Context: an optimization exercise on an open-source flow, tuned for small area, a short achievable clock period and few clock cycles per item. The choices shown serve that exercise and are no tape-out recipe.
In this exercise RTL edits were held to simulation tests only and were not proved equivalent to the original.

## design/flow/design.v

```verilog
module akelarre_core (
    input  wire         clk,
    input  wire         rst,
    input  wire         start,
    input  wire [1:0]   op,
    input  wire [3:0]   rounds,
    input  wire         rot_en,
    input  wire [1:0]   klen_m1,
    input  wire [127:0] key,
    input  wire [127:0] blk_in,
    output wire         ready,
    output reg          done,
    output wire [127:0] blk_out
);
    localparam [31:0] A0 = 32'h01234567;
    localparam [31:0] A1 = 32'h89ABCDEF;
    localparam RMAX = 10;
    localparam ZCAP = 13 * RMAX + 9;
    localparam [2:0] S_IDLE = 3'd0,
                     S_SEED = 3'd1,    
                     S_GEN  = 3'd2,    
                     S_INIT = 3'd3,    
                     S_ROT  = 3'd4,    
                     S_STEP = 3'd5,    
                     S_OUT  = 3'd6;    
    localparam [1:0] OP_KEYEXP = 2'd0, OP_ENC = 2'd1, OP_DEC = 2'd2;
    function [31:0] rotu31;
        input [31:0] x;
        input [4:0]  y;
        reg   [61:0] hh;
        reg   [4:0]  m;
        begin
            m  = (y == 5'd31) ? 5'd0 : y;
            hh = {x[31:1], x[31:1]} << m;
            rotu31 = {hh[61:31], x[0]};
        end
    endfunction
    function [31:0] rotl31;
        input [31:0] x;
        input [4:0]  y;
        reg   [61:0] ll;
        reg   [4:0]  m;
        begin
            m  = (y == 5'd31) ? 5'd0 : y;
            ll = {x[30:0], x[30:0]} << m;
            rotl31 = {x[31], ll[61:31]};
        end
    endfunction
    function [127:0] rotb128;
        input [127:0] b;
        input [6:0]   n;
        reg   [255:0] bb;
        begin
            bb = {b, b} << n;
            rotb128 = bb[255:128];
        end
    endfunction
    function [4:0] win;
        input [31:0] p;
        input [2:0]  i;
        begin
            case (i)
                3'd0:    win = p[4:0];
                3'd1:    win = p[9:5];
                3'd2:    win = p[14:10];
                3'd3:    win = p[19:15];
                3'd4:    win = {1'b0, p[23:20]};
                default: win = {1'b0, p[27:24]};
            endcase
        end
    endfunction
    function [31:0] assemble;
        input [31:0] u;
        input [31:0] v;
        begin
            assemble = {u[7:0], u[31:24], v[7:0], v[31:24]};
        end
    endfunction
    reg [2:0]   state;
    reg         dec;           
    reg [3:0]   cfg_r;         
    reg         cfg_rot;       
    reg [3:0]   lanes;         
    reg [127:0] key_r;
    reg [7:0]   pos;           
    reg [2:0]   lane;          
    reg [3:0]   rc;            
    reg [3:0]   step;          
    reg [31:0]  a [0:3];       
    reg [31:0]  w;             
    reg [31:0]  t1;
    reg [31:0]  u [0:7];
    reg [31:0]  v [0:7];
    reg [31:0]  z [0:ZCAP-1];
    assign ready   = (state == S_IDLE);
    assign blk_out = {a[0], a[1], a[2], a[3]};
    wire [15:0] s_half = key_r[127 - 16*lane -: 16];
    wire [31:0] u_cur  = u[lane];
    wire [31:0] v_cur  = v[lane];
    wire [15:0] sq0_in = (state == S_SEED) ? s_half : u_cur[23:8];
    wire [15:0] sq1_in = v_cur[23:8];
    wire [31:0] sq0    = sq0_in * sq0_in;
    wire [31:0] sq1    = sq1_in * sq1_in;
    wire [7:0]  nsub   = 8'd13 * {4'd0, cfg_r} + 8'd9;
    wire [3:0] rc_enc_rot  = rc;                      
    wire [3:0] rc_dec_rot  = cfg_r - rc;              
    wire [3:0] rc_dec_step = cfg_r - rc - 4'd1;       
    reg  [7:0] k_addr;
    always @(*) begin
        case (state)
            S_INIT:  k_addr = dec ? (8'd13 * cfg_r + 8'd5 + step) : {4'd0, step};
            S_ROT:   k_addr = (rc == cfg_r) ? (dec ? 8'd4 : 8'd13 * cfg_r + 8'd4)
                                            : 8'd13 * (dec ? rc_dec_rot : rc_enc_rot) + 8'd4;
            S_STEP:  k_addr = 8'd13 * (dec ? rc_dec_step : rc) + 8'd5 + step;
            S_OUT:   k_addr = dec ? {4'd0, step} : (8'd13 * cfg_r + 8'd5 + step);
            default: k_addr = 8'd0;
        endcase
    end
    wire [31:0] z_rd = z[k_addr];
    wire        k_neg32 = dec && (state == S_INIT || state == S_OUT) &&
                          (step == 4'd0 || step == 4'd3);
    wire [31:0] k_word  = k_neg32 ? (32'd0 - z_rd) : z_rd;
    wire [6:0]  rot_amt = dec ? (7'd0 - z_rd[6:0]) : z_rd[6:0];
    wire [31:0] p1      = a[0] ^ a[2];
    wire [31:0] p2      = a[1] ^ a[3];
    wire [2:0]  wi      = (step >= 4'd6) ? step[2:0] - 3'd6 : step[2:0];
    wire [31:0] w_src   = (step == 4'd0) ? p2 : w;
    wire [4:0]  ramt    = win(p1, wi);
    wire [31:0] w_rot   = wi[0] ? rotl31(w_src, ramt) : rotu31(w_src, ramt);
    wire [31:0] w_next  = w_rot + k_word;
    wire [127:0] a_rot  = rotb128({a[0], a[1], a[2], a[3]}, rot_amt);
    wire [31:0] a_word  = a[step[1:0]];
    wire [31:0] a_white = (step == 4'd0 || step == 4'd3) ? a_word + k_word : a_word ^ k_word;
    always @(posedge clk) begin
        if (rst) begin
            state <= S_IDLE;
            done  <= 1'b0;
        end else begin
            done <= 1'b0;
            case (state)
                S_IDLE: if (start) begin
                    case (op)
                        OP_KEYEXP: begin
                            cfg_r   <= rounds;
                            cfg_rot <= rot_en;
                            lanes   <= {1'b0, klen_m1, 1'b0} + 4'd2;
                            key_r   <= key;
                            lane    <= 3'd0;
                            pos     <= 8'd0;
                            state   <= S_SEED;
                        end
                        OP_ENC, OP_DEC: begin
                            dec   <= (op == OP_DEC);
                            a[0]  <= blk_in[127:96];
                            a[1]  <= blk_in[95:64];
                            a[2]  <= blk_in[63:32];
                            a[3]  <= blk_in[31:0];
                            step  <= 4'd0;
                            rc    <= 4'd0;
                            state <= S_INIT;
                        end
                        default: ;
                    endcase
                end
                S_SEED: begin
                    u[lane] <= sq0 + A0;
                    v[lane] <= sq0 + A1;
                    if ({1'b0, lane} == lanes - 4'd1) begin
                        lane  <= 3'd0;
                        state <= S_GEN;
                    end else begin
                        lane <= lane + 3'd1;
                    end
                end
                S_GEN: begin
                    z[pos]  <= assemble(u_cur, v_cur);
                    u[lane] <= sq0 + A0;
                    v[lane] <= sq1 + A1;
                    lane    <= ({1'b0, lane} == lanes - 4'd1) ? 3'd0 : lane + 3'd1;
                    pos     <= pos + 8'd1;
                    if (pos == nsub - 8'd1) begin
                        state <= S_IDLE;
                        done  <= 1'b1;
                    end
                end
                S_INIT: begin
                    a[step[1:0]] <= a_white;
                    if (step == 4'd3) begin
                        step  <= 4'd0;
                        state <= S_ROT;
                    end else begin
                        step <= step + 4'd1;
                    end
                end
                S_ROT: begin
                    if (cfg_rot) begin
                        a[0] <= a_rot[127:96];
                        a[1] <= a_rot[95:64];
                        a[2] <= a_rot[63:32];
                        a[3] <= a_rot[31:0];
                    end
                    step  <= 4'd0;
                    state <= (rc == cfg_r) ? S_OUT : S_STEP;
                end
                S_STEP: begin
                    w <= w_next;
                    if (step == 4'd5)
                        t1 <= w_next;
                    if (step == 4'd11) begin
                        a[0]  <= a[0] ^ t1;
                        a[2]  <= a[2] ^ t1;
                        a[1]  <= a[1] ^ w_next;
                        a[3]  <= a[3] ^ w_next;
                        rc    <= rc + 4'd1;
                        state <= S_ROT;
                    end else begin
                        step <= step + 4'd1;
                    end
                end
                S_OUT: begin
                    a[step[1:0]] <= a_white;
                    if (step == 4'd3) begin
                        state <= S_IDLE;
                        done  <= 1'b1;
                    end else begin
                        step <= step + 4'd1;
                    end
                end
                default: state <= S_IDLE;
            endcase
        end
    end
endmodule
```

## design/flow/run.sh

```bash
#!/bin/bash
# synth_recipe.tcl (not shown) runs the flow's synth.tcl, then flattens the netlist and writes it again
# the make line also repeats each setting of config.mk as NAME=value (left out here)
make -C /OpenROAD-flow-scripts/flow DESIGN_CONFIG=/design/flow/config.mk WORK_HOME=/design/flow/orfs CLKGATE_MAP_FILE= SYNTH_SCRIPT=/design/flow/synth_recipe.tcl finish
```

## design/flow/config.mk

```make
export PLATFORM = sky130hd
export DESIGN_NAME = akelarre_core
export DESIGN_NICKNAME = akelarre_core
export VERILOG_FILES = /design/flow/design.v
export SDC_FILE = /design/flow/constraint.sdc
export NUM_CORES = 4
export LEC_CHECK = 0
export CAP_MARGIN = 20
export CORE_MARGIN = 2
export CORE_UTILIZATION = 45
export SLEW_MARGIN = 20
export SYNTH_MEMORY_MAX_BITS = 8192
```

## design/flow/constraint.sdc

```tcl
create_clock -name core_clock -period 13.0 [get_ports {clk}]
set_input_delay 2.6000 -clock core_clock [delete_from_list [all_inputs] [get_ports {clk}]]
set_output_delay 2.6000 -clock core_clock [all_outputs]
set_load 0.01 [all_outputs]
```

==> summary.txt <==
The flow ran to the end and the layout has no timing, DRC or antenna violations. The worst-case headroom to the max-slew limit is 15.7%. The number of flip-flops and latches in the synthesized netlist came out at between 5,000 and 6,000. By area, the combinational part of the netlist is dominated by multiplexers. The count of vias placed by the detailed router is about 150k. The final design instance area without fill is roughly 0.27 mm². The critical path's slowest cell is nor4_2. The startpoint identified for the worst register-to-register timing path is rc[0]$_SDFFCE_PN0P_. The number of global-route vias before repair is 141,000. The clock latency reported for the late side of the worst-skew pair is between 1 and 1.5 ns. The number of antenna violations at the first check in global routing is 56. The required time of the worst setup path came out at between 10 and 15 ns. Across the run, the number of max-cap violations was 0. The complex-gate fraction of the synthesized area came out at roughly 5.4%.

The proportion of register bits with asynchronous set or reset after synthesis is 0%. The fraction of synthesized area in multiplexers is 14.6%. At the pin with the least slew margin, the transition time is around 1.3 ns. The data arrival time of the critical path is between 10 and 15 ns. Setup violations remaining at the end of the flow were counted as 0. The worst-case clock buffer depth came out at 4. The origin of the worst min-delay path is lane[1]$_DFFE_PP_.

The die is a little over 700 µm wide. The number of different library cells in the post-synthesis netlist came out at 125. The worst stage delay on the critical path came out at about 1.1 ns. The length of the first detailed-routing pass in iterations is 8. The startpoint-to-endpoint class of the critical path is flip-flop to flip-flop. The die footprint came out at between 0.5 and 0.6 mm². The worst hold path belongs to the class flip-flop to flip-flop.

The instance area at placement is 0.251 mm². TritonCTS built the clock tree. The total number of placement rows is between 200 and 300.

The number of warnings issued by yosys came out at 1. The routed length per placed instance came out at around 36 µm. The pre-CTS worst setup slack is ~0.048 ns.

The fraction of the yosys area taken by sequential cells is approximately 64%. The number of enable-type register cells in the synthesized netlist is approximately 5,000. In this run, post-CTS hold repair placed 0 buffers.

The first-pass GRT wire length is 1,150,000 µm. The clock root buffer is clkbuf_16. CTS built an H-tree with a depth of 6. The area inside the core boundary came out at 0.521 mm².

The largest total area in the synthesized netlist belongs to edfxtp_1. The remaining number of nets flagged by the antenna check after routing came out at 0. The endpoint kind of the worst setup timing path is a flip-flop.

The layout overhead on the synthesized area came out at 14.1%. The aggregate routed wire length is roughly 840,000 µm. The netlist area before placement is 0.235 mm². The upper clock frequency limit came out at 0.0787 GHz.

After detailed routing, the number of remaining DRC violations is 0. The number of clock sinks is approximately 5,000. The total nets after synthesis came out at about 16,000. The top-area cell type share of the netlist area came out at between 60 and 70%. just under 400 I/O pins were placed. Summed over all layers, the global routing overflow is 0. Adding up every negative setup slack in the final design gives 0 ns. In the post-route analysis, the smallest setup slack over all paths is slightly below 0.3 ns. The xor and xnor area share after synthesis came out at under 10%. The floorplan die height is about 730 µm. The final clock skew is roughly 0.09 ns. After legalization and detailed placement, the total HPWL measured 556,000 µm. Leaving out fill and tap cells, the most frequent cell in the layout is edfxtp_1. The dominant synthesized flop cell is edfxtp_1.

The synthesized netlist devotes about 6.4% of its cell area to simple gates. In this run the worst path has a maximum fanout of 50. The number of slew-limit violations in the final report was 0. The violation count after the first detailed-route iteration is around 22,000. In the post-synthesis netlist, the biggest area contributors are edfxtp_1 (64%), mux4_2 (7.7%), mux2i_1 (6.3%), fa_1 (3.0%), nand2_1 (2.5%). Entering global routing, the biggest net connects 144 pins. The fraction of final layout cells with drive strength greater than 1 is around 17%. In the final layout, flip-flops and latches occupy 0.151 mm². The clock period minus final worst setup slack came out at between 10 and 15 ns. The critical path starts at rc[0]$_SDFFCE_PN0P_.

The all-layer global routing usage is 31.1%. The clock-pin slew on the worst setup and hold paths is around 0.060 ns. The total area of multi-input combinational cells is between 0.07 and 0.08 mm².

The top cell types in the final layout, fill and taps aside, are edfxtp_1 (5,014), nand2_1 (1,586), mux2i_1 (1,477). The post-layout net count is approximately 17,000. Each instance of the synthesized netlist takes up on average 15.4 µm². Fill cells in the final layout number roughly 43,000. The fraction of the cycle the final worst path needs came out at between 90% and 100%. Dividing the detail-routed via count by the number of cells gives around 6.3. The weighted congestion at the end of routability-driven global placement came out at 1.02. The number of input and output port buffers inserted is slightly below 400. The starting density of the core came out at between 40% and 50%.

In the synthesized netlist, the number of instances is about 15,000. In this run, CTS created clock tree buffers numbering 538. The launching element type of the critical path is a flip-flop. The fraction of the mapped netlist area in adder cells is 4.83%. The final-report hold violation count came out at 0. The final hold slack came out at between 0.6 and 0.7 ns.
==> layout make-up <==
cell class              count  area share (%)
well taps                6942            3.23
repair buffers           1130            3.79
flip-flops and latches   5023            56.1
multi-input cells        8772            29.6
clock inverters           304            1.09
diodes                     23          0.0214
clock buffers             659            5.22
inverters                 632           0.884
==> metrics by stage <==
stage | std cells | util (%)
final | 23500 | 51.6
after detailed placement | 22500 | 48.3
after CTS | 23500 | 51.5
after global routing | 23500 | 51.5
after floorplan | 15300 | -
after global placement | 22500 | 48.3
==> sequential cells by signal (all words and copies together) (netlist names), 8 cells and up, named ones only <==
| signal | cells |
|---|---|
| u | 248 |
| t1 | 32 |
| key_r | 128 |
| v | 248 |
| w | 32 |
| a | 128 |
| pos | 8 |
| z | 4170 |
==> cell families (layout without fill, tap and decap cells) <==
logic type	Yosys count	in the layout
buffers and inverters	1515	2725
XOR/XNOR	449	449
adder cells (fa/ha/maj)	695	695
flip-flops	5023	5023
AO/OA/AOI/OAI	1860	1860
multiplexers	2392	2392
AND/OR/NAND/NOR	3376	3376
other	0	23
==> worst paths after layout <==
check | end | slack [ns] | depth (start not counted)
worst max-delay path | a[2][31]$_DFFE_PP_ | 0.29 | 46
worst min-delay path | flip-flop | 0.65 | 2
worst max register to register | a[2][31]$_DFFE_PP_ | 0.29 | 46
worst min register to register | flip-flop | 0.65 | 2
==> worst max-delay path, delay by kind of cell (launching register included) <==
family / cells / cell delay (ns)
AOI/OAI and AO/OA: 11 / 2.50
xor gates and xnor gates: 2 / 0.44
adders and majority gates: 7 / 2.77
buffers and inverters: 9 / 1.56
DFF: 1 / 0.36
muxes: 1 / 0.28
and+or+nand+nor: 16 / 4.57
==> timing repair <==
item / 4_1_cts / 5_1_grt
buffers inserted: 0 / 3
resized for setup: 1 / 14
endpoints found under the setup margin: 2 / 73
pin swaps: 0 / 3
==> metal layers <==
layer	routed length, µm	vias to the layer above	GRT usage (%)
met5	155	-	0
met1	325000	76500	42.3
met3	88100	1798	6.69
met4	53000	26	16.5
li1	-	60600	-
met2	374000	9009	47.1
==> synthesized netlist by cell type (24+ instances only) <==
cell type,number
a21oi_1,338
a21o_1,57
fa_1,357
buf_6,68
nand2_1,1595
nor2_1,688
and3_1,85
mux2_2,88
or3_1,24
buf_4,92
nor2b_1,32
o22ai_1,38
mux4_2,809
buf_2,186
nand2b_1,57
inv_1,619
buf_1,131
o21ai_0,416
a22oi_1,81
ha_1,337
and2_1,25
mux2i_1,1482
a31oi_1,102
xor2_1,131
o31ai_1,41
nand3_1,484
o211ai_1,136
nor4_1,35
a32oi_1,81
clkbuf_1,378
nor3_1,94
a211oi_1,153
xnor2_1,305
a311oi_1,50
o21a_1,27
or2_2,41
nand4_1,107
edfxtp_1,5014
Testbench counts, summed over its fixed seeds: cycles 58,987, items 640.

==> port drivers added, routing unchanged <==
The results above use ideal ports. As a check the final layout listed here was re-extracted and re-timed, cells and wires unchanged. Step 1 sets driving cells, clkbuf_16 on the clock port and buf_2 on the other inputs (assumed; they add their load-dependent delay and slew). Step 2 adds t to the input delays and takes it off the output delays; t is the mean of the earliest and latest rising clock arrival at the registers after step 1. Input paths then give back, and output paths get back, about the clock's delay inside the block. a / b / c = ideal ports / drivers / drivers and shift; a / b = the first two.
t (ns): 1.187
setup WS [ns]: 0.290 / 0.290 / 0.290
worst setup path after step 2: register to register
worst data-port slew with drivers (ns): 0.16
After both steps setup and hold are still met in this run. For this run, drivers alone change the setup slack by 0.000 ns; drivers and shift together by 0.000 ns.
